What follows belongs to an exercise in optimizing a design on an open flow for small area, a short achievable clock period and few clock cycles per item; a production flow would make more cautious choices. Where RTL was checked, it was by simulation tests only, not by an equivalence proof against the original. Only the layout flow was run in run 6; the RTL was not checked for function there. Power figures rest on the tool's default switching activity, not on a simulated workload.

`flow/design.v`:
```
module bodega_tx (
    input  wire        clk,
    input  wire        rst,
    input  wire        req_valid,
    input  wire [31:0] req_word,
    output wire        req_ready,
    input  wire [11:0] rd_addr,
    output reg  [15:0] rd_data
);
    localparam [3:0] OP_BIND = 4'h7, OP_QUERY = 4'h8, OP_TARGET = 4'h9,
                     OP_SETP = 4'hA, OP_SET = 4'hB;
    function [7:0] clamp8;
        input [15:0] x;
        reg       inc;
        reg [7:0] s;
        begin
            inc = x[3] & (~x[15] | (|x[2:0]));
            s   = x[11:4] + {7'd0, inc};
            if (x[15])
                clamp8 = (x[14:11] != 4'hF) ? 8'h80 : s;
            else
                clamp8 = ((x[14:11] != 4'h0) || s[7]) ? 8'h7F : s;
        end
    endfunction
    reg [6:0]  p0;
    reg [15:0] p [1:15];
    reg        tx_err, bad_op;
    reg [12:0] tx_ck;              
    reg        k_bq, k_tgt, k_set, k_dual, lenok;
    reg        s_lock;             
    reg        s_power, s_run, s_unitf;
    reg [1:0]  s_bsaver;
    reg [7:0]  s_c1, s_c2, s_c3, s_c4, s_c5, s_c6, s_c7, s_c8, s_c9,
               s_c10, s_c11, s_c12, s_c13, s_c14, s_c15;    
    assign req_ready = 1'b1;
    wire       accept = req_valid;
    wire [3:0] op     = req_word[31:28];
    wire       is_set = accept && op == OP_SET;
    wire       set_ok = is_set && p0[4:3] != 2'd3;
    wire       is_tgt = accept && op == OP_TARGET;
    wire       is_bq  = accept && (op == OP_BIND || op == OP_QUERY);
    wire       build  = set_ok || is_tgt || is_bq;
    wire        is_setp = accept && op == OP_SETP;
    wire [15:0] wdata   = rst ? 16'd0 : req_word[15:0];
    integer j;
    always @(posedge clk) begin
        if (rst || (is_setp && req_word[19:16] == 4'd0))
            p0 <= wdata[6:0];
        for (j = 1; j < 16; j = j + 1)
            if (rst || (is_setp && req_word[19:16] == j))
                p[j] <= wdata;
    end
    always @(posedge clk) begin
        if (rst) begin
            tx_err <= 1'b0;
            bad_op <= 1'b0;
            k_bq   <= 1'b0;
            k_tgt  <= 1'b0;
            k_set  <= 1'b0;
            lenok  <= 1'b0;
        end else if (accept) begin
            bad_op <= (op >= 4'hC);
            if (build) begin
                k_bq   <= is_bq;
                k_tgt  <= is_tgt;
                k_set  <= set_ok;
                lenok  <= 1'b1;
                tx_err <= 1'b0;
            end else if (is_set) begin
                lenok  <= 1'b0;
                tx_err <= 1'b1;
            end
        end
    end
    wire [7:0] cl1 = clamp8(p[1]),   cl2 = clamp8(p[2]),   cl3 = clamp8(p[3]),
               cl4 = clamp8(p[4]),   cl5 = p[5][7:0],      cl6 = clamp8(p[6]),
               cl7 = clamp8(p[7]),   cl8 = clamp8(p[8]),   cl9 = clamp8(p[9]),
               cl10 = clamp8(p[10]), cl11 = clamp8(p[11]), cl12 = clamp8(p[12]),
               cl13 = clamp8(p[13]), cl14 = clamp8(p[14]), cl15 = clamp8(p[15]);
    wire       op_tgt = op == OP_TARGET;
    wire       op_bq  = op == OP_BIND || op == OP_QUERY;
    wire       lock_d = op_tgt ? req_word[16] : op_bq ? op[3] : p0[0];
    wire [7:0] req_c  = clamp8(req_word[15:0]);
    reg  [11:0] sum_s;
    reg  [10:0] sum_d;
    wire [3:0]  idx = req_word[19:16];
    reg  [7:0]  old_c;
    always @(*) begin
        case (idx)
        4'd1:  old_c = cl1;
        4'd2:  old_c = cl2;
        4'd3:  old_c = cl3;
        4'd4:  old_c = cl4;
        4'd5:  old_c = cl5;
        4'd6:  old_c = cl6;
        4'd7:  old_c = cl7;
        4'd8:  old_c = cl8;
        4'd9:  old_c = cl9;
        4'd10: old_c = cl10;
        4'd11: old_c = cl11;
        4'd12: old_c = cl12;
        4'd13: old_c = cl13;
        4'd14: old_c = cl14;
        4'd15: old_c = cl15;
        default: old_c = 8'd0;
        endcase
    end
    wire [7:0]  new_c  = (idx == 4'd5) ? req_word[7:0] : req_c;
    wire        grp_d  = idx >= 4'd10;
    wire [11:0] sum_x  = grp_d ? {1'b0, sum_d} : sum_s;
    wire [11:0] sum_n  = sum_x + {4'd0, new_c} - {4'd0, old_c};
    always @(posedge clk) begin
        if (rst || (is_setp && idx != 4'd0 && !grp_d))
            sum_s <= rst ? 12'd0 : sum_n;
        if (rst || (is_setp && grp_d))
            sum_d <= rst ? 11'd0 : sum_n[10:0];
    end
    wire [12:0] set_ck = (p0[6] ? 13'h21A : 13'h20F) + p0[0] + p0[1] + p0[2] + p0[4:3] + p0[5]
                       + sum_s + (p0[6] ? sum_d : 11'd0);
    wire [12:0] tgt_ck = 13'h205 + {12'd0, req_word[16]} + {5'd0, req_c};
    wire [12:0] ck_next = op_tgt ? tgt_ck : op_bq ? {3'd0, op[3], {9{~op[3]}}} : set_ck;
    always @(posedge clk) begin
        if (rst || build)
            tx_ck <= rst ? 13'd0 : ck_next;
    end
    always @(posedge clk) begin
        if (is_tgt || is_bq || set_ok)
            s_lock <= lock_d;
        if (is_tgt || set_ok)
            s_c1 <= op_tgt ? req_c : cl1;
        if (set_ok) begin
            k_dual   <= p0[6];
            s_power  <= p0[1];
            s_run    <= p0[2];
            s_bsaver <= p0[4:3];
            s_unitf  <= p0[5];
            s_c2  <= cl2;
            s_c3  <= cl3;
            s_c4  <= cl4;
            s_c5  <= cl5;
            s_c6  <= cl6;
            s_c7  <= cl7;
            s_c8  <= cl8;
            s_c9  <= cl9;
            s_c10 <= cl10;
            s_c11 <= cl11;
            s_c12 <= cl12;
            s_c13 <= cl13;
            s_c14 <= cl14;
            s_c15 <= cl15;
        end
    end
    wire [15:0] ck = {3'd0, tx_ck};
    reg [4:0] len5;
    always @(*) begin
        if (!lenok)      len5 = 5'd0;
        else if (k_bq)   len5 = 5'd6;
        else if (k_tgt)  len5 = 5'd7;
        else if (k_dual) len5 = 5'd31;
        else             len5 = 5'd20;
    end
    wire [4:0] b = rd_addr[4:0];
    reg  [7:0] byte_at;
    always @(*) begin
        case (b)
        5'd0, 5'd1: byte_at = 8'hFE;
        5'd2:  byte_at = k_bq ? 8'h03 : k_tgt ? 8'h04 : k_dual ? 8'h1C : 8'h11;
        5'd3:  byte_at = k_set ? 8'h02 : k_tgt ? {6'd1, s_lock, ~s_lock} : {7'd0, s_lock};
        5'd4:  byte_at = k_bq ? ck[15:8] : k_tgt ? s_c1 : {7'd0, s_lock};
        5'd5:  byte_at = k_bq ? ck[7:0] : k_tgt ? ck[15:8] : {7'd0, s_power};
        5'd6:  byte_at = k_tgt ? ck[7:0] : {7'd0, s_run};
        5'd7:  byte_at = {6'd0, s_bsaver};
        5'd8:  byte_at = s_c1;
        5'd9:  byte_at = s_c2;
        5'd10: byte_at = s_c3;
        5'd11: byte_at = s_c4;
        5'd12: byte_at = s_c5;
        5'd13: byte_at = {7'd0, s_unitf};
        5'd14: byte_at = s_c6;
        5'd15: byte_at = s_c7;
        5'd16: byte_at = s_c8;
        5'd17: byte_at = s_c9;
        5'd18: byte_at = k_dual ? s_c10 : ck[15:8];
        5'd19: byte_at = k_dual ? 8'h00 : ck[7:0];
        5'd21: byte_at = s_c11;
        5'd22: byte_at = s_c12;
        5'd23: byte_at = s_c13;
        5'd24: byte_at = s_c14;
        5'd25: byte_at = s_c15;
        5'd29: byte_at = ck[15:8];
        5'd30: byte_at = ck[7:0];
        default: byte_at = 8'h00;
        endcase
    end
    always @(*) begin
        rd_data = 16'd0;
        if (rd_addr[11:9] == 3'b100) begin
            if (rd_addr[8:5] == 4'd0 && b < len5)
                rd_data = {8'd0, byte_at};
        end else if (rd_addr[11:4] == 8'h02) begin
            rd_data = (rd_addr[3:0] == 4'd0) ? {9'd0, p0} : p[rd_addr[3:0]];
        end else begin
            case (rd_addr)
            12'h000: rd_data = {6'd0, bad_op, tx_err, 1'b0, tx_err, 6'd0};
            12'h003: rd_data = {11'd0, len5};
            12'h005: rd_data = ck;
            default: rd_data = 16'd0;
            endcase
        end
    end
endmodule
```
`flow/flow/run.sh`:
```
#!/bin/bash
# Own layout flow: the standard flow (standard.sh) with two changes,
#  - the port buffers are plain buf_2 cells (the default choice here is a
#    delay cell, clkdlybuf4s50_1, that timing repair cannot resize away),
#  - clock tree synthesis inserts no dummy loads.
# Synthesis is the standard one, run unchanged. Each step's full output
# goes to a log file in the work folder.
set -euo pipefail
bash standard.sh synth > flow_synth.log 2>&1
bash standard.sh \
  "BUFFER_PORTS_ARGS=-buffer_cell sky130_fd_sc_hd__buf_2" \
  "CTS_ARGS=-sink_clustering_enable -repair_clock_nets -dont_use_dummy_load -sink_clustering_size 30 -sink_clustering_max_diameter 80" \
  finish > flow_layout.log 2>&1
```
`flow/standard.sh`:
```
#!/bin/bash
# synth_recipe.tcl (not shown) runs the flow's synth.tcl, then flattens the netlist and writes it again
# the make line also repeats each setting of config.mk as NAME=value (left out here)
make -C /OpenROAD-flow-scripts/flow DESIGN_CONFIG=/design/flow/config.mk WORK_HOME=/design/flow/orfs CLKGATE_MAP_FILE= SYNTH_SCRIPT=/design/flow/synth_recipe.tcl "${@:-finish}"
```
`flow/config.mk`:
```
export PLATFORM = sky130hd
export DESIGN_NAME = bodega_tx
export DESIGN_NICKNAME = bodega_tx
export VERILOG_FILES = /design/flow/design.v
export SDC_FILE = /design/flow/constraint.sdc
export NUM_CORES = 4
export LEC_CHECK = 0
export ABC_AREA = 1
export CAP_MARGIN = 20
export CORE_MARGIN = 2
export CORE_UTILIZATION = 40
export SETUP_SLACK_MARGIN = 5
export SLEW_MARGIN = 20
```
`flow/constraint.sdc`:
```
create_clock -name core_clock -period 12.0 [get_ports {clk}]
set_input_delay 2.4000 -clock core_clock [delete_from_list [all_inputs] [get_ports {clk}]]
set_output_delay 2.4000 -clock core_clock [all_outputs]
set_load 0.01 [all_outputs]
```
==> impl_results.md, run 1 <==
- Iteration-0 DRC Markers: 2629
- Register-to-Register Path Depth: 25
- Crit path DAT: 4.60 ns
- Max rail drop VDD: 122.5 uV
- Nets: 3136
- Share of layout cells above drive strength 1: 7.878%
- Max incr delay on CP: 0.38 ns
- Synth Cell Area: 24110 um^2
- Syn_nets: 3044
- Distinct cells, synth: 42
- Worst path cell trace: buf_2, nand2_1, inv_2, nand2_2, o22ai_2, nor2_1, nand4_1, nand2_1, a21boi_0, buf_2
- Crit Path Max Fanout: 9
- Highest Clock Rate: 142.8 MHz
- Routed Antenna Nets: 0
- Register area share after synthesis: 51.57%
- Worst hold path type: reg2reg
- Buffers added on ports: 54
- Syn-to-layout area delta: 10.58%
- Tot GR Track Use: 31.57%
- Die Wd: 249.5 um
- Net Sw Power: 1.495 mW
- Synth top area share: 51.07%
- Clk pin slew, worst setup/hold paths: 0.09 ns
- Die area: 62250 um^2
- Critical Path RT: 9.60 ns
- RePlAce Congestion: 1.049
- Final setup skew: 0.1143 ns
- Post-synth EDFFs: 410
- Wire length per cell: 26.72 um
- CTS sink count: 416
- Vias per cell: 5.723
- Minimum clock period: 7.001 ns
- Part of the cycle the worst path needs: 58.34%
- Pin count of the biggest net entering global routing: 62
- Vias in the first global route: 19880
- Drt drc: 0
- Hold Crit Depth: 0
- Die H: 249.5 um
- Sw frac: 36.64%
- Synth area leader: edfxtp_1
- RSZ-0062 raised after global routing: yes
- Pins Over Slew Limit: 0
- Worst Tran Pin Value: 1.112 ns
- Synth Flop Type: edfxtp_1
- Power Internal: 2.586 mW
- Maxcap violations: 0
- Dpl hpwl: 79510 um
- # IOs: 64
- Top post-synthesis cells by area: edfxtp_1, nand2_1, inv_1, nor2_1, ha_1
- Flop pwr share: 46.3%
- Vias: 21494
- Initial antenna violation count: 2
- Pwr dens: 153.1 nW/um^2
- Root Driver: clkbuf_16
- First-pass GRT wire length: 140000 um
- Status: timing/DRC/antenna clean
- Crit end category: output pin
- # setup viols final: 0
- Syn avg cell area: 8.333 um^2
- Initial Utilization: 40.62%
- CP Launch Type: input pin
- Gate power share: 32.3%
- FF+latch count, synth: 416
- Row count: 89
- Fin Hold WS: 0.4950 ns
- Ys async rst share: 0%
- H-tree depth: 1
- Total CTS buffers: 27
- Drt pass-1 iters: 6
- Core Region: 59350 um^2
- Most frequent cell after synthesis: nand2_1
- Clock buffer depth: 3
- CP max-delay cell: nor2_1
- Cells after Synth: 2893
- Worst-Skew Late Latency: 0.64 ns
- Total power: 4.081 mW
- Warnings, synthesis: 18
- Total Wirelength: 100400 um
- Commonest cells post-synth: nand2_1, edfxtp_1, inv_1
- Setup TNS: 0 ns
- Hold Violations, Final: 0
- Core Util, Final: 44.91%
- Leakage power: 11.50 nW
- Diodes inserted: 0
- Grt total ovfl: 0
- Slew margin rel.: 25.76%
- Critical path type: in2out
- Clk pwr share: 21.4%
- CTS tree: built
[layout make-up]
class	count	area (um^2)
Tap cell	773	967.2
Timing Repair Buffer	102	643.1
Inverter	345	1309
Multi-Input combinational cell	2093	10630
Sequential cell	416	12430
Fill cell	5837	32700
Clock buffer	27	675.6
[timing repair]
action                                 CTS  global route
endpoints found under the hold margin    0             0
setup buffers                            2             1
resized for setup                       63            28
hold buffers                             0             0
pin swaps                                3             2
setup endpoints to repair               16            13
[final timing paths]
kind	from	end	slack, ns
worst max-delay path	rd_addr[3]	rd_data[10]	5.00
worst min-delay path	p0[4]$_DFFE_PP_	s_bsaver[1]$_DFFE_PP_	0.50
worst max register to register	p[14][1]$_DFFE_PP_	sum_d[8]$_SDFFCE_PP0P_	6.62
worst min register to register	p0[4]$_DFFE_PP_	s_bsaver[1]$_DFFE_PP_	0.50
[critical path, delay by kind of cell]
| family | cells | cell delay, ns |
|---|---|---|
| simple gates | 5 | 1.39 |
| buf+inv | 3 | 0.49 |
| compound gates | 2 | 0.32 |
[cells by family (layout without fill, tap and decap cells)]
kind of cell | Yosys count | after routing | synth area share, %
DFF | 416 | 416 | 51.57
AOI/OAI and AO/OA | 383 | 383 | 8.766
xor gates and xnor gates | 15 | 15 | 0.5450
adders and majority gates | 104 | 104 | 5.896
other | 1 | 1 | 0.01555
and+or+nand+nor | 1590 | 1590 | 27.19
buffers and inverters | 384 | 474 | 6.020
[registers in the layout (all words and copies together), names as in the netlist, 11 cells and up]
name,flops
p,240
tx_ck,13
sum_s,12
sum_d,11
[through the flow]
stage	std cells	worst slack, ns	instance area [um^2]
floorplan	2893	5.909	24110
global placement	3726	4.303	25630
detailed placement	3726	4.320	25640
CTS	3755	5.005	26530
global route	3756	4.919	26660
finish	3756	4.999	26660
[power groups by stage]
stage          sequential [mW]  combinational (mW)  clock [mW]
2_1_floorplan             1.86               0.864           0
3_3_place_gp              1.92                1.26           0
3_5_place_dp              1.92                1.28           0
4_1_cts                   1.89                1.29       0.881
5_1_grt                   1.90                1.47       0.925
6_report                  1.89                1.32       0.873
[layer usage]
| layer | up-vias | routed length (um) | track usage, % |
|---|---|---|---|
| met5 | - | 18 | 0 |
| met4 | 2 | 4729 | 12.46 |
| met3 | 199 | 8762 | 4.787 |
| met2 | 1066 | 44210 | 49.30 |
| met1 | 10306 | 42650 | 44.18 |
| li1 | 9921 | - | - |
[layout by cell type, fill, tap and decap left out, types with 3 or more instances in the layout]
cell / n
o21a_1: 3
nand3_2: 3
o211ai_1: 6
xor2_1: 7
nand3_1: 184
clkbuf_16: 27
buf_2: 52
nand2_4: 9
a21oi_1: 98
dfxtp_1: 6
or2_2: 8
nand3b_1: 12
xnor2_1: 8
nor2_4: 22
buf_4: 48
nor2_1: 261
ha_1: 88
a21boi_0: 5
o21ai_1: 8
o21bai_1: 5
a221oi_1: 3
a31oi_1: 10
inv_2: 8
nand2_2: 8
nand2_1: 932
nor3_1: 47
o21ai_0: 180
edfxtp_1: 410
nor2_2: 23
fa_1: 16
o22ai_1: 32
nand4_1: 79
o221ai_1: 5
inv_1: 332
o31ai_2: 13
Testbench counts, summed over its fixed seeds: cycles 3,588, frames 918.
==> run 2, diff against run 1 <==
--- a/flow/flow/run.sh
+++ b/flow/flow/run.sh
@@ -10,4 +10,4 @@
 bash standard.sh \
   "BUFFER_PORTS_ARGS=-buffer_cell sky130_fd_sc_hd__buf_2" \
   "CTS_ARGS=-sink_clustering_enable -repair_clock_nets -dont_use_dummy_load -sink_clustering_size 30 -sink_clustering_max_diameter 80" \
-  finish > flow_layout.log 2>&1
+  "RECOVER_POWER=100" finish > flow_layout.log 2>&1
--- a/flow/config.mk
+++ b/flow/config.mk
@@ -5,7 +5,6 @@
 export SDC_FILE = /design/flow/constraint.sdc
 export NUM_CORES = 4
 export LEC_CHECK = 0
-export ABC_AREA = 1
 export CAP_MARGIN = 20
 export CORE_MARGIN = 2
 export CORE_UTILIZATION = 40
==> run 2 against run 1 <==
Against the previous run:
- now fails the layout checks on max-capacitance violations, max-slew violations
- combinational power up 5%
- via count shrank 16%
- clock power fell by 2%
- critical path depth stayed put
- cell count shrank 28%
- synthesized cell count down 34%
==> impl_results.md, run 2 <==
- Synth area leader: edfxtp_1
- Highest Clock Rate: 108.0 MHz
- Top post-synthesis cells by area: edfxtp_1, ha_1, a22oi_1, nand2_1, a21oi_1
- Most frequent cells in the layout: edfxtp_1, nand2_1, nor2_1, a22oi_1, a21oi_1
- Syn avg cell area: 11.65 um^2
- Net Sw Power: 1.469 mW
- Biggest regs: p x240, tx_ck x13, sum_s x12
- Vias: 18033
- Area of the multi-input gates: 9550 um^2
- RePlAce Congestion: 1.034
- Commonest cells post-synth: edfxtp_1, nand2_1, nor2_1
- Die Wd: 240.6 um
- CTS tree: built
- Distinct cells, synth: 78
- Crit Reg-Reg Startpoint: p[1][15]$_DFFE_PP_
- Syn_nets: 2073
- Final Instance Count excl. Fillers: 2723
- Commonest non-fill, non-tap cell in the layout: edfxtp_1
- Synth top area share: 54.97%
- Drt pass-1 iters: 7
- Fin area: 24560 um^2
- Sw frac: 35.06%
- First-pass GRT wire length: 129400 um
- Cells after DPL: 2679
- Critical Path RT: 9.60 ns
- Vias in the first global route: 16621
- Fin Hold WS: 0.4785 ns
- Synth Cell Area: 22400 um^2
- Worst-Skew Late Latency: 0.60 ns
- Crit path from: rd_addr[3]
- Worst setup margin: 2.743 ns
- Register area share after synthesis: 55.51%
- Die H: 240.6 um
- Row count: 86
- Pins Over Slew Limit: 277
- Flop pwr share: 46.3%
- Total Wirelength: 94720 um
- Critical path type: in2out
- Worst Tran Pin Value: 3.956 ns
- # setup viols final: 0
- Slew margin rel.: -163.7%
- Status: complete, but fails checks
- Ys async rst share: 0%
- Post-synth EDFFs: 410
- Power Internal: 2.721 mW
- Crit end category: output pin
- Drt drc: 0
- Max rail drop VDD: 140.2 uV
- Dpl hpwl: 72280 um
- Wire length per cell: 34.79 um
- Crit Path Max Fanout: 26
- Warnings, synthesis: 18
- Clk pwr share: 20.5%
- Place WS: 3.917 ns
- Tot GR Track Use: 32.20%
- Register-to-register setup slack: 5.21 ns
- Synth Flop Type: edfxtp_1
- Routed Antenna Nets: 0
- Grt total ovfl: 0
- Layout Check Fail Reasons: max-capacitance violations, max-slew violations
- Worst hold path type: reg2reg
- Initial Utilization: 40.57%
- Crit path DAT: 6.86 ns
- RSZ-0062 raised after global routing: yes
- H-tree depth: 1
- Pwr dens: 170.6 nW/um^2
- Maxcap violations: 9
- Vias per cell: 6.622
- Hold Crit Depth: 2
- Nets: 2126
- Post-Place Cell Area: 23620 um^2
- Clock buffer depth: 3
- Gate power share: 33.3%
- Leakage power: 8.467 nW
- Total power: 4.190 mW
- Initial antenna violation count: 4
- Buffers added on ports: 54
- Core Region: 55200 um^2
- Register-to-Register Path Depth: 21
- Hold Violations, Final: 0
- Fill count: 5112
- Register area: 12430 um^2
- Total CTS buffers: 26
- Core Util, Final: 44.50%
- Pin count of the biggest net entering global routing: 74
- Share of layout cells above drive strength 1: 8.616%
- Minimum clock period: 9.257 ns
- CTS Hold Bufs: 0
- HP Start: tx_err$_SDFFE_PP0P_
- Cells after Synth: 1922
- Iteration-0 DRC Markers: 3042
- # IOs: 64
- Reg with most FFs: p
- Syn-to-layout area delta: 9.676%
- Clk pin slew, worst setup/hold paths: 0.10 ns
- Final setup skew: 0.06669 ns
- CTS sink count: 416
- CP Launch Type: input pin
- Part of the cycle the worst path needs: 77.14%
- Die area: 57900 um^2
- Root Driver: clkbuf_16
- Setup TNS: 0 ns
- FF+latch count, synth: 416
- Most frequent cell after synthesis: edfxtp_1
- Largest register FFs: 240
[run 2: changes by cell type after synthesis, moves of 28 or more]
| cell | change |
|---|---|
| a22oi_1 | +125 |
| xnor2_1 | +41 |
| o21ai_0 | -83 |
| nor2_1 | -168 |
| nand2_1 | -798 |
| xor2_1 | +44 |
| nand3_1 | -107 |
| inv_1 | -268 |
| a21o_1 | +32 |
| nand4_1 | -36 |
| o22ai_1 | -28 |
[run 2: logic make-up after synthesis]
family          share of synthesized area, %
fa+ha+maj                              6.346
simple gates                           12.99
other cells                          0.01674
flops                                  55.51
xor+xnor                               3.911
mux                                    1.056
compound gates                         17.41
buf+inv                                2.754
[run 2: worst paths after layout]
check                                                to
worst min-delay path                tx_err$_SDFFE_PP0P_
worst min register to register      tx_err$_SDFFE_PP0P_
worst max register to register  sum_d[10]$_SDFFCE_PP0P_
worst max-delay path                         rd_data[5]
[run 2: worst max-delay path, cell delays in order]
cell and delay [ns]:
clkbuf_1 1.29, and4_1 0.69, clkbuf_1 0.97, nand2_1 0.27, o21ai_0 0.40, a221oi_1 0.09
nand2_1 0.09, a21oi_1 0.05, o21ai_0 0.34, buf_2 0.22
[run 2: cell type report]
cell class / instances / area share (%)
flip-flops and latches: 416 / 50.61
multi-input cells: 1355 / 38.88
well taps: 748 / 3.810
repair buffers: 110 / 3.000
clock buffers: 26 / 2.649
inverters: 66 / 1.029
diodes: 2 / 0.02037
[run 2: power by group through the flow]
stage          Clock [mW]  Combinational (mW)  Sequential [mW]
2_1_floorplan           0               0.944             1.89
3_3_place_gp            0                1.31             1.96
3_5_place_dp            0                1.34             1.96
4_1_cts             0.856                1.36             1.93
5_1_grt             0.904                1.52             1.95
6_report            0.857                1.39             1.94
[run 2: timing repair]
item                                    in CTS  in global routing
pin swaps                                    9                  7
cloned                                       0                  2
endpoints found under the hold margin        0                  0
endpoints found under the setup margin      16                 15
buffers inserted                            12                  2
resized for setup                           47                 21
[run 2: routing by layer]
| metal | wire (um) | part of all wire (%) | GRT usage, % | vias to the layer above |
|---|---|---|---|---|
| li1 | - | - | - | 7596 |
| met1 | 38610 | 41 | 45.05 | 9023 |
| met2 | 41120 | 43 | 49.09 | 1193 |
| met3 | 10260 | 11 | 6.382 | 219 |
| met4 | 4716 | 5.0 | 13.12 | 2 |
| met5 | 12 | 0.013 | 0 | - |
==> run 3, diff against run 2 <==
--- a/flow/flow/run.sh
+++ b/flow/flow/run.sh
@@ -10,4 +10,4 @@
 bash standard.sh \
   "BUFFER_PORTS_ARGS=-buffer_cell sky130_fd_sc_hd__buf_2" \
   "CTS_ARGS=-sink_clustering_enable -repair_clock_nets -dont_use_dummy_load -sink_clustering_size 30 -sink_clustering_max_diameter 80" \
-  "RECOVER_POWER=100" finish > flow_layout.log 2>&1
+  finish > flow_layout.log 2>&1
--- a/flow/config.mk
+++ b/flow/config.mk
@@ -5,8 +5,8 @@
 export SDC_FILE = /design/flow/constraint.sdc
 export NUM_CORES = 4
 export LEC_CHECK = 0
-export CAP_MARGIN = 20
+export CAP_MARGIN = 0
 export CORE_MARGIN = 2
 export CORE_UTILIZATION = 40
 export SETUP_SLACK_MARGIN = 5
-export SLEW_MARGIN = 20
+export SLEW_MARGIN = 0
==> run 3 against run 2 <==
Against the previous run:
- now clean on timing, DRC and antenna
- synthesized cell count is the same
- fmax increased by 31%
- global-route usage decreased by 0.12 points
- largest cell class unchanged
- cell count is 0.29% lower
- critical path type unchanged
- setup slack improved by 2.2 ns
- hold slack lost 0.0018 ns
- count of clock-buffer cells in the layout unchanged
==> impl_results.md, run 3 <==
- Status: timing/DRC/antenna clean
- Register-to-register setup slack: 5.73 ns
- Die Wd: 240.6 um
- Iteration-0 DRC Markers: 3263
- Core Region: 55200 um^2
- Clock buffer depth: 3
- RSZ-0062 raised after global routing: yes
- Row count: 86
- Hold Violations, Final: 0
- Syn_nets: 2073
- Synth area leader: edfxtp_1
- Total CTS buffers: 26
- H-tree depth: 1
- Reg2Reg Capture Point: sum_d[10]$_SDFFCE_PP0P_
- Pins Over Slew Limit: 0
- Synth Cell Area: 22400 um^2
- HP Start: tx_err$_SDFFE_PP0P_
- Slew margin rel.: 10.78%
- Syn-to-layout area delta: 9.983%
- Total Wirelength: 93600 um
- Part of the cycle the worst path needs: 58.89%
- Register-to-Register Path Depth: 20
- Max rail drop VDD: 142.1 uV
- Core Util, Final: 44.62%
- RePlAce Congestion: 1.034
- Dpl hpwl: 72260 um
- Warnings, synthesis: 18
- Worst hold path type: reg2reg
- Worst-Skew Late Latency: 0.60 ns
- Highest Clock Rate: 141.5 MHz
- Initial antenna violation count: 3
- Share of layout cells above drive strength 1: 10.22%
- Crit Path Max Fanout: 29
- Buffers added on ports: 54
- Commonest non-fill, non-tap cell in the layout: edfxtp_1
- CTS sink count: 416
- Diodes inserted: 0
- Post-synth EDFFs: 410
- Cells after Synth: 1922
- Largest register FFs: 240
- First-pass GRT wire length: 128700 um
- Wire length per cell: 34.48 um
- Vias: 17914
- Register area share after synthesis: 55.51%
- Die H: 240.6 um
- Tot GR Track Use: 32.08%
- CTS Hold Bufs: 0
- Drt drc: 0
- Final setup skew: 0.06821 ns
- CP Launch Type: input pin
- Crit path DAT: 4.67 ns
- Reg with most FFs: p
- Crit path from: rd_addr[3]
- # setup viols final: 0
- Vias per cell: 6.598
- Ys async rst share: 0%
- Distinct cells, synth: 78
- Fin Hold WS: 0.4767 ns
- Crit Reg-Reg Startpoint: p[15][15]$_DFFE_PP_
- Initial Utilization: 40.57%
- Pin count of the biggest net entering global routing: 74
- Critical path type: in2out
- Crit end category: output pin
- Pwr dens: 169.8 nW/um^2
- Synth top area share: 54.97%
- Synth Flop Type: edfxtp_1
- Maxcap violations: 0
- Commonest cells post-synth: edfxtp_1, nand2_1, nor2_1
- Hold Path End: tx_err$_SDFFE_PP0P_
- Drt pass-1 iters: 7
- Syn avg cell area: 11.65 um^2
- FF+latch count, synth: 416
- Critical Path RT: 9.60 ns
- Most frequent cells in the layout: edfxtp_1, nand2_1, a22oi_1
- Setup TNS: 0 ns
- # IOs: 64
- Nets: 2120
- Grt total ovfl: 0
- Minimum clock period: 7.067 ns
- Biggest regs: p x240, tx_ck x13, sum_s x12
- CTS tree: built
- Die area: 57900 um^2
- Most frequent cell after synthesis: edfxtp_1
- Vias in the first global route: 16502
- Clk pin slew, worst setup/hold paths: 0.10 ns
- Leakage power: 8.567 nW
- Fill count: 5107
- Root Driver: clkbuf_16
- Worst Tran Pin Value: 1.333 ns
- Routed Antenna Nets: 0
- Top post-synthesis cells by area: edfxtp_1, ha_1, a22oi_1, nand2_1, a21oi_1
- Hold Crit Depth: 2
[run 3: final cells by class]
| class | count | area, um^2 | area share, % |
|---|---|---|---|
| repair buffers | 104 | 769.5 | 3.124 |
| clock buffers | 26 | 650.6 | 2.641 |
| inverters | 66 | 250.2 | 1.016 |
| flip-flops and latches | 416 | 12430 | 50.47 |
| well taps | 748 | 935.9 | 3.799 |
| multi-input cells | 1355 | 9594 | 38.95 |
[run 3: cells by family after synthesis]
logic type | count (synthesis) | synth area share [%]
AOI/OAI and AO/OA | 552 | 17.41
xor gates and xnor gates | 100 | 3.911
adders and majority gates | 104 | 6.346
buffers and inverters | 151 | 2.754
DFF | 416 | 55.51
muxes | 22 | 1.056
other | 1 | 0.01674
and+or+nand+nor | 576 | 12.99
[run 3: where the power goes]
| group | switching, mW | leakage (nW) | internal, mW |
|---|---|---|---|
| Clock | 0.467 | 0.320 | 0.383 |
| Combinational | 0.847 | 4.35 | 0.548 |
| Sequential | 0.145 | 3.90 | 1.79 |
[run 3: worst max path at each step]
stage / endpoint / slack [ns]
2_1_floorplan: rd_data[1] / 5.60
3_3_place_gp: rd_data[7] / 3.87
3_5_place_dp: rd_data[7] / 3.90
4_1_cts: rd_data[4] / 5.00
5_1_grt: rd_data[1] / 4.90
6_report: rd_data[2] / 4.93
[run 3: per-stage QoR]
step | area [um^2] | cells | setup slack, ns | power, mW
6_report | 24630 | 2715 | 4.933 | 4.182
5_1_grt | 24630 | 2715 | 4.899 | 4.370
4_1_cts | 24540 | 2714 | 5.000 | 4.145
3_5_place_dp | 23600 | 2679 | 3.897 | 3.303
3_3_place_gp | 23600 | 2679 | 3.874 | 3.275
2_1_floorplan | 22400 | 1922 | 5.600 | 2.832
[run 3: repair_timing]
| item | in CTS | in global routing |
|---|---|---|
| pin swaps | 11 | 7 |
| hold endpoints to repair | 0 | 0 |
| setup endpoints to repair | 16 | 14 |
| gates resized for setup | 47 | 16 |
| gates cloned | 0 | 1 |
| setup buffers | 9 | 0 |
[run 3: per-layer routing]
metal  part of all wire, %  track usage, %
met4                   4.6           11.95
met3                    10           5.124
met1                    41           45.90
met2                    44           49.15
met5                     0               0
[run 3: worst max-delay path, cell delays in order]
cell       delay, ns
buf_8           0.22
nor4b_2         0.26
bufbuf_16       0.40
a22oi_1         0.14
and4_1          0.23
a31oi_4         0.30
a21oi_2         0.08
o22ai_1         0.27
a21o_1          0.14
buf_2           0.14
==> run 4, diff against run 3 <==
--- a/flow/config.mk
+++ b/flow/config.mk
@@ -8,5 +8,6 @@
 export CAP_MARGIN = 0
 export CORE_MARGIN = 2
 export CORE_UTILIZATION = 40
+export PLACE_DENSITY = 0.75
 export SETUP_SLACK_MARGIN = 5
 export SLEW_MARGIN = 0
==> run 4 against run 3 <==
Against the previous run:
- now fails the layout checks on max-capacitance violations, max-slew violations
- critical path depth unchanged
- fmax is 0.44% higher
- cell count increased by 0.18%
- power shrank 0.32%
- via count up 3.0%
- sequential cell count unchanged
- critical path type unchanged
- critical endpoint is now rd_data[1]
- largest power group unchanged
- highest routed layer is now met5
==> impl_results.md, run 4 <==
- Total CTS buffers: 25
- Row count: 86
- Buffers added on ports: 54
- Worst hold path type: reg2reg
- Most frequent cell after synthesis: edfxtp_1
- Highest Clock Rate: 142.1 MHz
- Wire length per cell: 33.21 um
- Reg with most FFs: p
- Setup TNS: 0 ns
- CTS sink count: 416
- Biggest regs: p x240, tx_ck x13, sum_s x12
- Commonest non-fill, non-tap cell in the layout: edfxtp_1
- Max incr delay on CP: 0.39 ns
- Fin area: 24710 um^2
- Syn-to-layout area delta: 10.32%
- Crit Path Max Fanout: 25
- Worst setup margin: 4.964 ns
- Top post-synthesis cells by area: edfxtp_1, ha_1, a22oi_1, nand2_1, a21oi_1
- Total Wirelength: 90330 um
- Critical path type: in2out
- CTS Hold Bufs: 0
- Pwr dens: 168.7 nW/um^2
- Slew margin rel.: -3.056%
- Crit path DAT: 4.64 ns
- Leakage power: 8.587 nW
- Die area: 57900 um^2
- RePlAce Congestion: 1.098
- Worst Tran Pin Value: 1.532 ns
- Die Wd: 240.6 um
- Clock buffer depth: 3
- CP top delay family: compound AO/OA/AOI/OAI gates
- Pins Over Slew Limit: 4
- Syn avg cell area: 11.65 um^2
- Root Driver: clkbuf_16
- Critical Path RT: 9.60 ns
- Vias: 18447
- Synth area leader: edfxtp_1
- # IOs: 64
- Drt drc: 0
- Max rail drop VDD: 142.0 uV
- Pin count of the biggest net entering global routing: 74
- Die H: 240.6 um
- Dpl hpwl: 67550 um
- Fin Hold WS: 0.4743 ns
- Minimum clock period: 7.036 ns
- Routed Antenna Nets: 0
- Place WS: 3.950 ns
- Clk pin slew, worst setup/hold paths: 0.07 ns
- Status: complete, but fails checks
- Worst path cell trace: buf_6, and4b_2, buf_6, a22oi_2, o21ai_2, nor3_4, a2bb2oi_4, nor2_1, a2111o_1, buf_2
- Ys async rst share: 0%
- Worst-Skew Late Latency: 0.63 ns
- Cells after DPL: 2678
- H-tree depth: 1
- Maxcap violations: 1
- Buf/Inv on CP: 3
- # setup viols final: 0
- Final setup skew: 0.1076 ns
- CP max-delay cell: a2111o_1
- Initial Utilization: 40.57%
- Commonest cells post-synth: edfxtp_1, nand2_1, nor2_1
- Core Region: 55200 um^2
- Crit path top cell by count: buf_6
- Distinct cells, synth: 78
- Initial antenna violation count: 1
- Largest register FFs: 240
- Synth top area share: 54.97%
- Synth Cell Area: 22400 um^2
- Nets: 2124
- Warnings, synthesis: 18
- Syn_nets: 2073
- Vias per cell: 6.782
- Synth Flop Type: edfxtp_1
- FF+latch count, synth: 416
- Share of layout cells above drive strength 1: 10.71%
- Iteration-0 DRC Markers: 3452
- Fill count: 5003
- Most frequent cells in the layout: edfxtp_1, nand2_1, a22oi_1
- Part of the cycle the worst path needs: 58.63%
- Final Instance Count excl. Fillers: 2720
- RSZ-0062 raised after global routing: yes
- First-pass GRT wire length: 124900 um
- Post-Place Cell Area: 23600 um^2
- Post-synth EDFFs: 410
- Layout Check Fail Reasons: max-capacitance violations, max-slew violations
- Register area share after synthesis: 55.51%
- Crit end category: output pin
- Grt total ovfl: 0
- Cells after Synth: 1922
- Drt pass-1 iters: 9
- CTS tree: built
- Vias in the first global route: 16977
- CP Launch Type: input pin
- Hold Violations, Final: 0
- Tot GR Track Use: 30.72%
==> run 4: cell counts after synthesis <==
Identical to the previous run, type by type.
==> run 4: repair_timing <==
action / CTS / global route
cloned: 1 / 1
endpoints found under the setup margin: 16 / 15
buffers inserted: 11 / 3
pin swaps: 5 / 7
resized for setup: 39 / 34
==> run 4: path summary, 6_finish.rpt <==
check	start	endpoint	slack, ns	depth (start not counted)
setup / recovery	rd_addr[1]	rd_data[1]	4.96	10
hold / removal	tx_err$_SDFFE_PP0P_	tx_err$_SDFFE_PP0P_	0.47	2
setup reg to reg	p[6][15]$_DFFE_PP_	sum_d[10]$_SDFFCE_PP0P_	5.60	20
hold reg to reg	tx_err$_SDFFE_PP0P_	tx_err$_SDFFE_PP0P_	0.47	2
==> run 4: metrics by stage <==
step	util, %	power (mW)
floorplan	-	2.832
CTS	44.41	4.097
global route	44.76	4.334
detailed placement	42.76	3.278
finish	44.76	4.169
global placement	42.76	3.234
==> run 4: cell type report <==
type,instances,area [um^2],area share [%]
flip-flops and latches,416,12430,50.32
multi-input cells,1355,9637,39.00
well taps,748,935.9,3.788
repair buffers,109,820.8,3.322
clock buffers,25,625.6,2.532
inverters,66,254.0,1.028
diodes,1,2.502,0.01013
==> run 4: cell families (layout without fill, tap and decap cells) <==
logic type,after synthesis,in the layout,share of synthesized area [%]
other,1,2,0.01674
XOR/XNOR,100,100,3.911
adder cells (fa/ha/maj),104,104,6.346
flip-flops,416,416,55.51
multiplexers,22,22,1.056
buffers and inverters,151,200,2.754
AND/OR/NAND/NOR,576,576,12.99
AO/OA/AOI/OAI,552,552,17.41
==> run 4: routing by layer <==
metal / vias to the layer above / global-route usage [%] / share of wire [%]
met2: 1610 / 44.40 / 41
li1: 7612 / - / -
met4: 2 / 16.86 / 7.1
met3: 318 / 8.807 / 15
met1: 8905 / 41.56 / 37
met5: - / 0 / 0.013
==> run 4: worst register-to-register path: stages, from the launching register on <==
cell	delay, ns
edfxtp_1	0.48
inv_1	0.15
o41a_1	0.45
ha_1	0.27
and4_1	0.25
nand4_1	0.14
a21oi_1	0.28
o21a_1	0.28
a2111o_1	0.35
a2111oi_2	0.30
nand4_1	0.43
fa_1	0.66
inv_1	0.08
fa_1	0.41
a21oi_1	0.21
o21ai_0	0.15
a2111oi_1	0.45
or3_1	0.30
o21ai_0	0.15
xnor2_1	0.16
nor2_1	0.07
==> run 4: power breakdown <==
part           internal (mW)  total, mW  switching (mW)
clock                  0.369      0.835           0.466
combinational          0.553       1.40           0.843
sequential              1.79       1.94           0.145
total                   2.71       4.17            1.45
==> run 5, diff against run 4 <==
--- a/flow/flow/run.sh
+++ b/flow/flow/run.sh
@@ -9,5 +9,5 @@
 bash standard.sh synth > flow_synth.log 2>&1
 bash standard.sh \
   "BUFFER_PORTS_ARGS=-buffer_cell sky130_fd_sc_hd__buf_2" \
-  "CTS_ARGS=-sink_clustering_enable -repair_clock_nets -dont_use_dummy_load -sink_clustering_size 30 -sink_clustering_max_diameter 80" \
+  "CTS_ARGS=-sink_clustering_enable -repair_clock_nets -dont_use_dummy_load -sink_clustering_size 20 -sink_clustering_max_diameter 60 -buf_list sky130_fd_sc_hd__clkbuf_8" \
   finish > flow_layout.log 2>&1
--- a/flow/config.mk
+++ b/flow/config.mk
@@ -8,6 +8,5 @@
 export CAP_MARGIN = 0
 export CORE_MARGIN = 2
 export CORE_UTILIZATION = 40
-export PLACE_DENSITY = 0.75
 export SETUP_SLACK_MARGIN = 5
 export SLEW_MARGIN = 0
==> run 5 against run 4 <==
Against the previous run:
- now clean on timing, DRC and antenna
- hold slack improved by 0.0086 ns
- synthesized cell count unchanged
- sequential share of layout area is 0.23 points higher
- clock power is 8.9% lower
- register-to-register slack lost 0.02 ns
- sequential power barely moved
- cell count is 0.59% higher
- sequential cell count stayed put
- via count fell by 1.3%
- critical endpoint is now rd_data[5]
==> impl_results.md, run 5 <==
- RSZ-0062 raised after global routing: yes
- Most frequent cells in the layout: edfxtp_1, nand2_1, nor2_1, a22oi_1, a21oi_1
- Clock buffer depth: 3
- Distinct cells, synth: 78
- First-pass GRT wire length: 129100 um
- Pin count of the biggest net entering global routing: 74
- Warnings, synthesis: 18
- Maxcap violations: 0
- Initial Utilization: 40.57%
- Worst Tran Pin Value: 1.345 ns
- Max rail drop VDD: 102.4 uV
- # IOs: 64
- Critical Path RT: 9.60 ns
- Drt pass-1 iters: 7
- Vias per cell: 6.654
- Share of layout cells above drive strength 1: 10.92%
- Setup TNS: 0 ns
- Most frequent cell after synthesis: edfxtp_1
- Worst-Skew Late Latency: 0.66 ns
- Drt drc: 0
- Synth Cell Area: 22400 um^2
- Clk pin slew, worst setup/hold paths: 0.11 ns
- Largest register FFs: 240
- Worst path cell trace: buf_8, and4_2, buf_6, a22oi_2, nand4_1, o21ai_1, a21oi_1, a21oi_1, o21ai_1, buf_2
- Worst hold path type: reg2reg
- Part of the cycle the worst path needs: 58.87%
- Commonest cells post-synth: edfxtp_1, nand2_1, nor2_1
- Max incr delay on CP: 0.38 ns
- Commonest non-fill, non-tap cell in the layout: edfxtp_1
- FF+latch count, synth: 416
- Register area share after synthesis: 55.51%
- Die Wd: 240.6 um
- Cells after Synth: 1922
- Syn-to-layout area delta: 9.815%
- Biggest regs: p x240, tx_ck x13, sum_s x12
- Nets: 2140
- CTS sink count: 416
- CP max-delay cell: a22oi_2
- Tot GR Track Use: 32.31%
- Total power: 4.096 mW
- Vias in the first global route: 16699
- Crit path DAT: 4.66 ns
- CP Launch Type: input pin
- Core Region: 55200 um^2
- Gate power share: 34.1%
- Power Internal: 2.632 mW
- CP top delay family: compound AO/OA/AOI/OAI gates
- Post-synth EDFFs: 410
- Synth Flop Type: edfxtp_1
- Final setup skew: 0.08901 ns
- Initial antenna violation count: 5
- Leakage power: 8.561 nW
- Grt total ovfl: 0
- Syn avg cell area: 11.65 um^2
- Vias: 18206
- Net Sw Power: 1.464 mW
- Fill count: 5124
- Reg with most FFs: p
- Minimum clock period: 7.064 ns
- Iteration-0 DRC Markers: 3220
- CTS tree: built
- Clk pwr share: 18.6%
- Syn_nets: 2073
- Buf/Inv on CP: 3
- Pins Over Slew Limit: 0
- Root Driver: clkbuf_8
- Pwr dens: 166.5 nW/um^2
- H-tree depth: 2
- Crit end category: output pin
- Ys async rst share: 0%
- Critical path type: in2out
- Hold Violations, Final: 0
- Die H: 240.6 um
- Top post-synthesis cells by area: edfxtp_1, ha_1, a22oi_1, nand2_1, a21oi_1
- Highest Clock Rate: 141.6 MHz
- Dpl hpwl: 72260 um
- RePlAce Congestion: 1.034
- Crit Path Max Fanout: 26
- Routed Antenna Nets: 0
- Sw frac: 35.73%
- Total CTS buffers: 39
- Place WS: 3.897 ns
- Flop pwr share: 47.3%
- Slew margin rel.: 10.03%
- Total Wirelength: 94600 um
- Buffers added on ports: 54
- Synth top area share: 54.97%
- Synth area leader: edfxtp_1
- Wire length per cell: 34.58 um
- Die area: 57900 um^2
- # setup viols final: 0
- Worst setup margin: 4.936 ns
- Row count: 86
- Status: timing/DRC/antenna clean
==> run 5: cell counts after synthesis <==
Identical to the previous run, type by type.
==> run 5: layout make-up <==
| type | instances | area, um^2 | area share, % |
|---|---|---|---|
| clock buffer | 39 | 536.8 | 2.182 |
| antenna | 1 | 2.502 | 0.01017 |
| sequential | 416 | 12430 | 50.55 |
| multi-input combinational | 1355 | 9585 | 38.97 |
| timing repair buffer | 111 | 848.3 | 3.449 |
| inverter | 66 | 254.0 | 1.033 |
| tap | 748 | 935.9 | 3.805 |
==> run 5: logic make-up after synthesis <==
family	Yosys count	synth area share [%]
AOI/OAI and AO/OA	552	17.41
xor gates and xnor gates	100	3.911
adders and majority gates	104	6.346
buffers and inverters	151	2.754
DFF	416	55.51
muxes	22	1.056
other	1	0.01674
and+or+nand+nor	576	12.99
==> run 5: stage by stage <==
stage	cells	util (%)	hold WS [ns]	cell area, um^2
final	2736	44.56	0.4829	24590
after global routing	2736	44.56	0.4951	24590
after CTS	2727	44.23	0.4754	24410
after detailed placement	2679	42.76	0.4521	23600
after global placement	2679	42.76	0.4523	23600
after floorplan	1922	-	0.4381	22400
==> run 5: worst paths after layout <==
| check | cells past startpoint | from | to | slack (ns) |
|---|---|---|---|---|
| setup / recovery | 10 | rd_addr[3] | rd_data[5] | 4.94 |
| hold / removal | 2 | tx_err$_SDFFE_PP0P_ | tx_err$_SDFFE_PP0P_ | 0.48 |
| setup reg to reg | 21 | p[1][15]$_DFFE_PP_ | sum_d[10]$_SDFFCE_PP0P_ | 5.58 |
| hold reg to reg | 2 | tx_err$_SDFFE_PP0P_ | tx_err$_SDFFE_PP0P_ | 0.48 |
==> run 5: tightest hold or removal path: stages, from the launching register on <==
cell	delay (ns)
dfxtp_1	0.35
inv_1	0.05
a21oi_1	0.05
==> run 5: routing by layer <==
metal	track usage (%)	routed length [um]	vias to the layer above
met5	0	0	-
met4	13.65	4793	0
met3	6.131	10520	217
met2	48.90	41190	1297
met1	45.46	38090	9069
li1	-	-	7623
==> run 5: what timing repair did <==
item,in CTS,in global routing
pin swaps,10,8
cloned,0,2
hold buffers,0,0
setup buffers,9,6
setup endpoints to repair,16,12
resized for setup,45,21
==> run 5: power by group through the flow <==
| stage | combinational, mW | clock, mW | sequential (mW) |
|---|---|---|---|
| after floorplan | 0.944 | 0 | 1.89 |
| after global placement | 1.31 | 0 | 1.96 |
| after detailed placement | 1.34 | 0 | 1.96 |
| after CTS | 1.36 | 0.766 | 1.93 |
| after global routing | 1.52 | 0.812 | 1.94 |
| final | 1.40 | 0.761 | 1.94 |
==> run 6, diff against run 5 <==
--- a/flow/design.v
+++ b/flow/design.v
@@ -11,15 +11,14 @@
                      OP_SETP = 4'hA, OP_SET = 4'hB;
     function [7:0] clamp8;
         input [15:0] x;
-        reg       inc;
-        reg [7:0] s;
+        reg       inc, c7, sat_p, sat_n;
+        reg [6:0] y;
         begin
-            inc = x[3] & (~x[15] | (|x[2:0]));
-            s   = x[11:4] + {7'd0, inc};
-            if (x[15])
-                clamp8 = (x[14:11] != 4'hF) ? 8'h80 : s;
-            else
-                clamp8 = ((x[14:11] != 4'h0) || s[7]) ? 8'h7F : s;
+            inc   = x[3] & (~x[15] | (|x[2:0]));
+            {c7, y} = {1'b0, x[10:4]} + {7'd0, inc};
+            sat_p = ~x[15] & ((x[14:11] != 4'h0) | c7);
+            sat_n = x[15] & (x[14:11] != 4'hF);
+            clamp8 = {x[15] & (sat_n | ~c7), sat_p ? 7'h7F : sat_n ? 7'h00 : y};
         end
     endfunction
     reg [6:0]  p0;
--- a/flow/flow/run.sh
+++ b/flow/flow/run.sh
@@ -9,5 +9,5 @@
 bash standard.sh synth > flow_synth.log 2>&1
 bash standard.sh \
   "BUFFER_PORTS_ARGS=-buffer_cell sky130_fd_sc_hd__buf_2" \
-  "CTS_ARGS=-sink_clustering_enable -repair_clock_nets -dont_use_dummy_load -sink_clustering_size 20 -sink_clustering_max_diameter 60 -buf_list sky130_fd_sc_hd__clkbuf_8" \
+  "CTS_ARGS=-sink_clustering_enable -repair_clock_nets -dont_use_dummy_load -sink_clustering_size 30 -sink_clustering_max_diameter 80" \
   finish > flow_layout.log 2>&1
==> run 6 against run 5 <==
Against the previous run:
- final area rose by 1.6%
- via count is 0.94% lower
- fmax shrank 0.20%
- sequential cell count is the same
- clock skew fell by 0.026 ns
- critical path type unchanged
- sequential share of layout area down 0.80 points
- highest routed layer is now met5
- critical path depth is 1 lower
- hold slack got worse by 0.0060 ns
- routed wire length decreased by 1.1%
- critical endpoint is now rd_data[1]
- count of clock-buffer cells in the layout down 13
- largest cell class unchanged
==> impl_results.md, run 6 <==
- Status: timing/DRC/antenna clean
- Commonest non-fill, non-tap cell in the layout: edfxtp_1
- Largest register FFs: 240
- Met3 usage in global routing: 5.913%
- Simple-Gate Fraction of Synth Area: 13.09%
- Net Sw Power: 1.457 mW
- H-tree depth: 1
- Final setup skew: 0.06335 ns
- Flop pwr share: 46.4%
- Warnings, synthesis: 18
- CTS Hold Bufs: 0
- Buf/Inv on CP: 3
- Die H: 240.1 um
- Critical path type: in2out
- Syn-to-layout area delta: 12.09%
- Worst Tran Pin Value: 1.378 ns
- Clk pin slew, worst setup/hold paths: 0.08 ns
- Most frequent cell after synthesis: edfxtp_1
- Hold Violations, Final: 0
- Syn_nets: 2075
- CTS sink count: 416
- Pin count of the biggest net entering global routing: 62
- Leakage power: 8.747 nW
- Maxcap violations: 0
- Sw frac: 34.85%
- Register-to-Register Path Depth: 20
- Vias: 18034
- Commonest cells post-synth: edfxtp_1, nand2_1, nor2_1
- Worst hold path type: reg2reg
- Dpl hpwl: 69410 um
- Tot GR Track Use: 31.92%
- Buffers added on ports: 54
- Die Wd: 240.1 um
- Iteration-0 DRC Markers: 3033
- CP Launch Type: input pin
- RePlAce Congestion: 1.006
- Met2 Usage GRT: 48.51%
- Part of the cycle the worst path needs: 58.99%
- Drt drc: 0
- Highest Clock Rate: 141.3 MHz
- Max rail drop VDD: 119.2 uV
- Pwr dens: 167.3 nW/um^2
- Register area share after synthesis: 55.76%
- CTS tree: built
- First-pass GRT wire length: 127500 um
- Worst path cell trace: buf_6, nor4bb_4, bufbuf_16, a222oi_1, nand2_1, a22oi_2, o21ai_1, a221o_1, buf_2
- Crit Path Max Fanout: 27
- Adder-Cell Fraction of Synth Area: 6.375%
- Vias in the first global route: 16597
- Die area: 57650 um^2
- Power Internal: 2.725 mW
- Initial antenna violation count: 5
- Syn avg cell area: 11.59 um^2
- Top post-synthesis cells by area: edfxtp_1, ha_1, a22oi_1, nand2_1, o21ai_0
- Wire length per cell: 34.16 um
- Critical Path RT: 9.60 ns
- Clock buffer depth: 3
- Nets: 2138
- Hold Crit Depth: 2
- Synth area leader: edfxtp_1
- Root Driver: clkbuf_16
- Minimum clock period: 7.079 ns
- Max incr delay on CP: 0.69 ns
- Crit end category: output pin
- Pins Over Slew Limit: 0
- Setup TNS: 0 ns
- RSZ-0062 raised after global routing: yes
- Worst-Skew Late Latency: 0.60 ns
- Slew margin rel.: 7.140%
- # IOs: 64
- CP top delay family: compound AO/OA/AOI/OAI gates
- Vias per cell: 6.582
- FF+latch count, synth: 416
- Core Region: 55090 um^2
- Mux cell area share after synthesis: 1.369%
- Fill count: 5113
- Routed Antenna Nets: 0
- Main combinational cell family by area after synthesis: compound AO/OA/AOI/OAI gates
- Initial Utilization: 40.47%
- CP max-delay cell: a222oi_1
- Clk pwr share: 20.6%
- Compound-Gate Fraction of Synth Area: 16.64%
- Met1 Track Usage GR: 43.89%
- Biggest regs: p x240, tx_ck x13, sum_s x12
- Grt total ovfl: 0
- Fin Hold WS: 0.4769 ns
- Post-synth EDFFs: 410
- Drt pass-1 iters: 9
- Most frequent cells in the layout: edfxtp_1, nand2_1, nor2_1
- Gate power share: 33.1%
- Synth Flop Type: edfxtp_1
- Distinct cells, synth: 80
- WP depth: 9
- Ys async rst share: 0%
- Synth Cell Area: 22300 um^2
- Total Wirelength: 93590 um
- Synth top area share: 55.22%
- Synth Area in XOR/XNOR: 3.967%
- Reg with most FFs: p
- Share of layout cells above drive strength 1: 11.08%
- Total CTS buffers: 26
- Row count: 86
- Crit path DAT: 4.68 ns
- Gr busiest metal: met2
- Cells after Synth: 1924
- # setup viols final: 0
[run 6: cell count changes after synthesis, moves of 7 or more]
| cell | delta |
|---|---|
| a21o_1 | -14 |
| a221oi_1 | +7 |
| a221o_1 | +8 |
| nand2_1 | +27 |
| a41oi_2 | -7 |
| mux2i_1 | +14 |
| nor3_1 | -7 |
| a22o_1 | +15 |
| a21oi_1 | -15 |
| o21ai_1 | +8 |
| inv_1 | +7 |
| a22oi_1 | -16 |
[run 6: per-layer routing]
layer	up-vias	wire length, um
met5	-	15
met1	8989	37810
met2	1198	40470
met3	249	9562
li1	7596	-
met4	2	5737
[run 6: cell type report]
class	count	area, um^2	area share (%)
Sequential cell	416	12430	49.74
Multi-Input combinational cell	1353	9605	38.43
Timing Repair Buffer	117	1070	4.281
Tap cell	748	935.9	3.745
Clock buffer	26	650.6	2.603
Inverter	73	280.3	1.121
Antenna cell	7	17.52	0.07009
[run 6: cells by family (layout without fill, tap and decap cells)]
group / after synthesis / in the layout
muxes: 30 / 30
xor gates and xnor gates: 101 / 101
buffers and inverters: 155 / 216
adders and majority gates: 104 / 104
DFF: 416 / 416
and+or+nand+nor: 589 / 589
other: 1 / 8
AOI/OAI and AO/OA: 528 / 528
[run 6: worst register-to-register path, delay by kind of cell (launching register included)]
family                   cells  cell delay [ns]
AND/OR/NAND/NOR              5             0.99
buffers and inverters        2             0.27
XOR/XNOR                     1             0.14
adder cells (fa/ha/maj)      4             1.36
AO/OA/AOI/OAI                8             2.47
flip-flops                   1             0.53
[run 6: worst paths after layout]
path                                                 to  slack [ns]                start
worst min register to register      bad_op$_SDFFE_PP0P_        0.48  bad_op$_SDFFE_PP0P_
worst max-delay path                         rd_data[1]        4.92           rd_addr[1]
worst min-delay path                bad_op$_SDFFE_PP0P_        0.48  bad_op$_SDFFE_PP0P_
worst max register to register  sum_s[10]$_SDFFCE_PP0P_        5.94   p[4][15]$_DFFE_PP_
[run 6: timing repair]
item,CTS,global route
resized for setup,84,24
buffers inserted,10,4
endpoints found under the setup margin,16,10
cloned,5,2
pin swaps,17,19
[run 6: through the flow]
stage	std cells	power, mW	setup WS, ns	utilization (%)	area (um^2)
after global routing	2734	4.372	4.933	45.34	24980
after floorplan	1924	2.838	5.588	-	22300
after detailed placement	2686	3.287	3.799	42.77	23570
after CTS	2727	4.147	4.983	45.04	24810
after global placement	2686	3.259	3.875	42.77	23570
final	2740	4.182	4.921	45.36	24990
[run 6: power by group through the flow]
| stage | clock, mW | sequential [mW] | combinational (mW) |
|---|---|---|---|
| floorplan | 0 | 1.89 | 0.951 |
| global placement | 0 | 1.96 | 1.30 |
| detailed placement | 0 | 1.96 | 1.32 |
| CTS | 0.861 | 1.93 | 1.35 |
| global route | 0.905 | 1.95 | 1.52 |
| finish | 0.861 | 1.94 | 1.38 |
==> run 7, diff against run 6 <==
--- a/flow/design.v
+++ b/flow/design.v
@@ -191,20 +191,15 @@
         default: byte_at = 8'h00;
         endcase
     end
-    always @(*) begin
-        rd_data = 16'd0;
-        if (rd_addr[11:9] == 3'b100) begin
-            if (rd_addr[8:5] == 4'd0 && b < len5)
-                rd_data = {8'd0, byte_at};
-        end else if (rd_addr[11:4] == 8'h02) begin
-            rd_data = (rd_addr[3:0] == 4'd0) ? {9'd0, p0} : p[rd_addr[3:0]];
-        end else begin
-            case (rd_addr)
-            12'h000: rd_data = {6'd0, bad_op, tx_err, 1'b0, tx_err, 6'd0};
-            12'h003: rd_data = {11'd0, len5};
-            12'h005: rd_data = ck;
-            default: rd_data = 16'd0;
-            endcase
-        end
+    wire        rg_t = rd_addr[11:5] == 7'b1000000;
+    wire        rg_p = rd_addr[11:4] == 8'h02;
+    wire [15:0] pm   = (rd_addr[3:0] == 4'd0) ? {9'd0, p0} : p[rd_addr[3:0]];
+    wire [7:0]  tm   = (b < len5) ? byte_at : 8'h00;
+    always @(*) begin
+        rd_data = ({16{rg_t}} & {8'd0, tm})
+                | ({16{rg_p}} & pm)
+                | ({16{rd_addr == 12'h000}} & {6'd0, bad_op, tx_err, 1'b0, tx_err, 6'd0})
+                | ({16{rd_addr == 12'h003}} & {11'd0, len5})
+                | ({16{rd_addr == 12'h005}} & ck);
     end
 endmodule
==> run 7 against run 6 <==
Against the previous run:
- routed wire length fell by 3.4%
- largest power group unchanged
- non-clock buffer count fell by 19
- still clean
- die area barely moved
==> impl_results.md, run 7 <==
- Drt drc: 0
- CP Launch Type: input pin
- Diodes inserted: 0
- Leakage power: 8.495 nW
- Maxcap violations: 0
- Warnings, synthesis: 18
- Critical path type: in2out
- Slew margin rel.: 19.35%
- Crit Path Max Fanout: 26
- Row count: 86
- Crit path DAT: 4.77 ns
- Reg2Reg Capture Point: sum_s[10]$_SDFFCE_PP0P_
- Core Util, Final: 44.28%
- Worst-Skew Late Latency: 0.62 ns
- Hold Path End: tx_err$_SDFFE_PP0P_
- Pin count of the biggest net entering global routing: 76
- Gate power share: 32.6%
- Synth area leader: edfxtp_1
- Clk pin slew, worst setup/hold paths: 0.09 ns
- Flop pwr share: 47.4%
- Iteration-0 DRC Markers: 2745
- Commonest non-fill, non-tap cell in the layout: edfxtp_1
- Max rail drop VDD: 107.3 uV
- FF+latch count, synth: 416
- Crit path top cell by count: a222oi_1
- # setup viols final: 0
- Drt pass-1 iters: 6
- Crit path from: rd_addr[3]
- Top post-synthesis cells by area: edfxtp_1, ha_1, a22oi_1, nand2_1, a21oi_1
- Initial Utilization: 40.44%
- Post-synth EDFFs: 410
- Commonest cells post-synth: edfxtp_1, nand2_1, a22oi_1
- Net Sw Power: 1.419 mW
- Hold Crit Depth: 2
- Worst hold path type: reg2reg
- Register area share after synthesis: 55.80%
- Worst path cell trace: buf_12, and4b_1, buf_6, a222oi_1, and3_1, nand4_1, a222oi_1, o21ai_1, buf_2
- CP max-delay cell: a222oi_1
- Reg with most FFs: p
- Register-to-register setup slack: 5.68 ns
- Syn-to-layout area delta: 9.497%
- Vias in the first global route: 16172
- Ys async rst share: 0%
- CTS Hold Bufs: 0
- Syn avg cell area: 11.64 um^2
- # IOs: 64
- Hold Violations, Final: 0
- Pwr dens: 167.9 nW/um^2
- Highest Clock Rate: 139.6 MHz
- Distinct cells, synth: 86
- Dpl hpwl: 68930 um
- Vias: 17550
- Setup TNS: 0 ns
- Max incr delay on CP: 0.45 ns
- Total CTS buffers: 24
- Die area: 57600 um^2
- Clk pwr share: 20.0%
- Clock buffer depth: 3
- Crit end category: output pin
- Largest register FFs: 240
- Syn_nets: 2065
- Most frequent cells in the layout: edfxtp_1, nand2_1, a22oi_1
- CTS sink count: 416
- Initial antenna violation count: 5
- Vias per cell: 6.490
- Grt total ovfl: 0
- Pins Over Slew Limit: 0
- RePlAce Congestion: 1.048
- Minimum clock period: 7.166 ns
- First-pass GRT wire length: 124500 um
- Total Wirelength: 90450 um
- Wire length per cell: 33.45 um
- Buffers added on ports: 54
- Cells after Synth: 1914
- Synth top area share: 55.26%
- Core Region: 55090 um^2
- Fill count: 5202
- Share of layout cells above drive strength 1: 9.356%
- Routed Antenna Nets: 0
- Tot GR Track Use: 31.07%
- Critical Path RT: 9.60 ns
- Register-to-Register Path Depth: 19
- Die H: 240 um
- Final setup skew: 0.1003 ns
- Status: timing/DRC/antenna clean
- Synth Cell Area: 22280 um^2
- H-tree depth: 1
- CTS tree: built
- Biggest regs: p x240, tx_ck x13, sum_s x12
- Worst Tran Pin Value: 1.197 ns
- HP Start: tx_err$_SDFFE_PP0P_
- Most frequent cell after synthesis: edfxtp_1
- Part of the cycle the worst path needs: 59.71%
- Nets: 2109
- Root Driver: clkbuf_16
- Sw frac: 34.65%
- Power Internal: 2.676 mW
- Crit Reg-Reg Startpoint: p[10][15]$_DFFE_PP_
- RSZ-0062 raised after global routing: yes
- Die Wd: 240 um
- Synth Flop Type: edfxtp_1
[run 7: changes by cell type in the layout (fill, tap and decap cells not counted), sizes merged, moves of 7 or more]
cell    before  now
a221o       12    5
a22oi      111  127
and3        21   11
buf        111   98
nor2       125  110
a21o        20   30
o221ai       1   10
mux2i       26   18
nand4       41   56
diode        7    0
o21ai      107   98
[run 7: layer usage]
layer | GRT usage [%] | up-vias | share of wire [%]
met1 | 42.60 | 8780 | 40
met3 | 5.499 | 201 | 9.3
met5 | 0 | - | 0.045
met4 | 14.47 | 6 | 5.7
li1 | - | 7517 | -
met2 | 47.98 | 1046 | 44
[run 7: critical path, delay by kind of cell]
| kind | cells | cell delay [ns] |
|---|---|---|
| AO/OA/AOI/OAI | 3 | 0.93 |
| AND/OR/NAND/NOR | 3 | 0.85 |
| buffers and inverters | 3 | 0.54 |
[run 7: area by class of cell]
cell class	count	area, um^2	area share [%]
multi-input cells	1340	9459	38.78
inverters	78	297.8	1.221
clock buffers	24	600.6	2.462
repair buffers	98	669.4	2.744
well taps	748	935.9	3.836
flip-flops and latches	416	12430	50.96
[run 7: worst max path at each step]
stage,to,slack (ns),depth (start not counted)
after detailed placement,rd_data[5],4.08,9
after CTS,rd_data[5],4.91,10
after global routing,rd_data[2],4.84,9
after global placement,rd_data[5],4.09,9
final,rd_data[2],4.83,9
after floorplan,rd_data[0],5.59,8
[run 7: timing repair]
item	CTS	global route
pin swaps	2	4
setup buffers	3	2
endpoints found under the setup margin	16	11
gates resized for setup	35	12
[run 7: cell families (layout without fill, tap and decap cells)]
| logic type | after synthesis | count (layout) | synth area share, % |
|---|---|---|---|
| AO/OA/AOI/OAI | 528 | 528 | 16.79 |
| multiplexers | 25 | 25 | 1.163 |
| XOR/XNOR | 100 | 100 | 3.931 |
| AND/OR/NAND/NOR | 582 | 582 | 13.12 |
| adder cells (fa/ha/maj) | 104 | 104 | 6.380 |
| other | 1 | 1 | 0.01683 |
| flip-flops | 416 | 416 | 55.80 |
| buffers and inverters | 158 | 200 | 2.797 |
[run 7: power by group through the flow]
stage / registers [mW] / clock network (mW) / logic (mW)
after floorplan: 1.89 / 0 / 0.948
after global placement: 1.96 / 0 / 1.28
after detailed placement: 1.97 / 0 / 1.31
after CTS: 1.93 / 0.820 / 1.32
after global routing: 1.95 / 0.867 / 1.48
final: 1.94 / 0.820 / 1.34
[run 7: stage by stage]
step                power, mW  cells  worst slack (ns)  hold slack, ns  cell area (um^2)
floorplan               2.836   1914             5.594          0.4381             22280
global placement        3.249   2675             4.086          0.4619             23570
detailed placement      3.274   2675             4.083          0.4652             23570
CTS                     4.074   2702             4.906          0.4769             24330
global route            4.301   2704             4.836          0.5102             24390
finish                  4.096   2704             4.834          0.4716             24390
Testbench counts of run 7, summed over its fixed seeds: cycles 3,588, frames 918.

## afterwards: timing with drivers on the ports
In the flow no input, the clock included, has a driving cell. The finished layouts below were timed again as built, in two steps. Step 1 sets driving cells, clkbuf_16 on the clock port and buf_2 on the other inputs (assumed; they add their load-dependent delay and slew). Step 2 also shifts input and output timing later by t, the mid clock arrival at the registers, as if the neighbouring blocks saw the same clock. a / b / c = no drivers / after step 1 / after step 2; a / b = the first two.
run	shift t [ns]	setup slack, ns	worst setup path after step 2	latest minus earliest clock arrival (ns)
run 1	0.641	4.999 / 4.977 / 4.977	input to output	0.115 / 0.115
run 2	0.637	2.743 / 2.706 / 2.706	input to output	0.074 / 0.075
run 3	0.629	4.933 / 4.772 / 4.650	input to register	0.078 / 0.077
run 4	0.623	4.964 / 4.797 / 4.528	input to register	0.115 / 0.114
run 5	0.664	4.936 / 4.714 / 4.455	input to register	0.091 / 0.090
run 6	0.632	4.921 / 4.889 / 4.806	input to register	0.068 / 0.068
run 7	0.625	4.834 / 4.770 / 4.770	input to output	0.101 / 0.100
For run 5, which loses most, drivers alone change the setup slack by -0.222 ns; drivers and shift together by -0.481 ns.
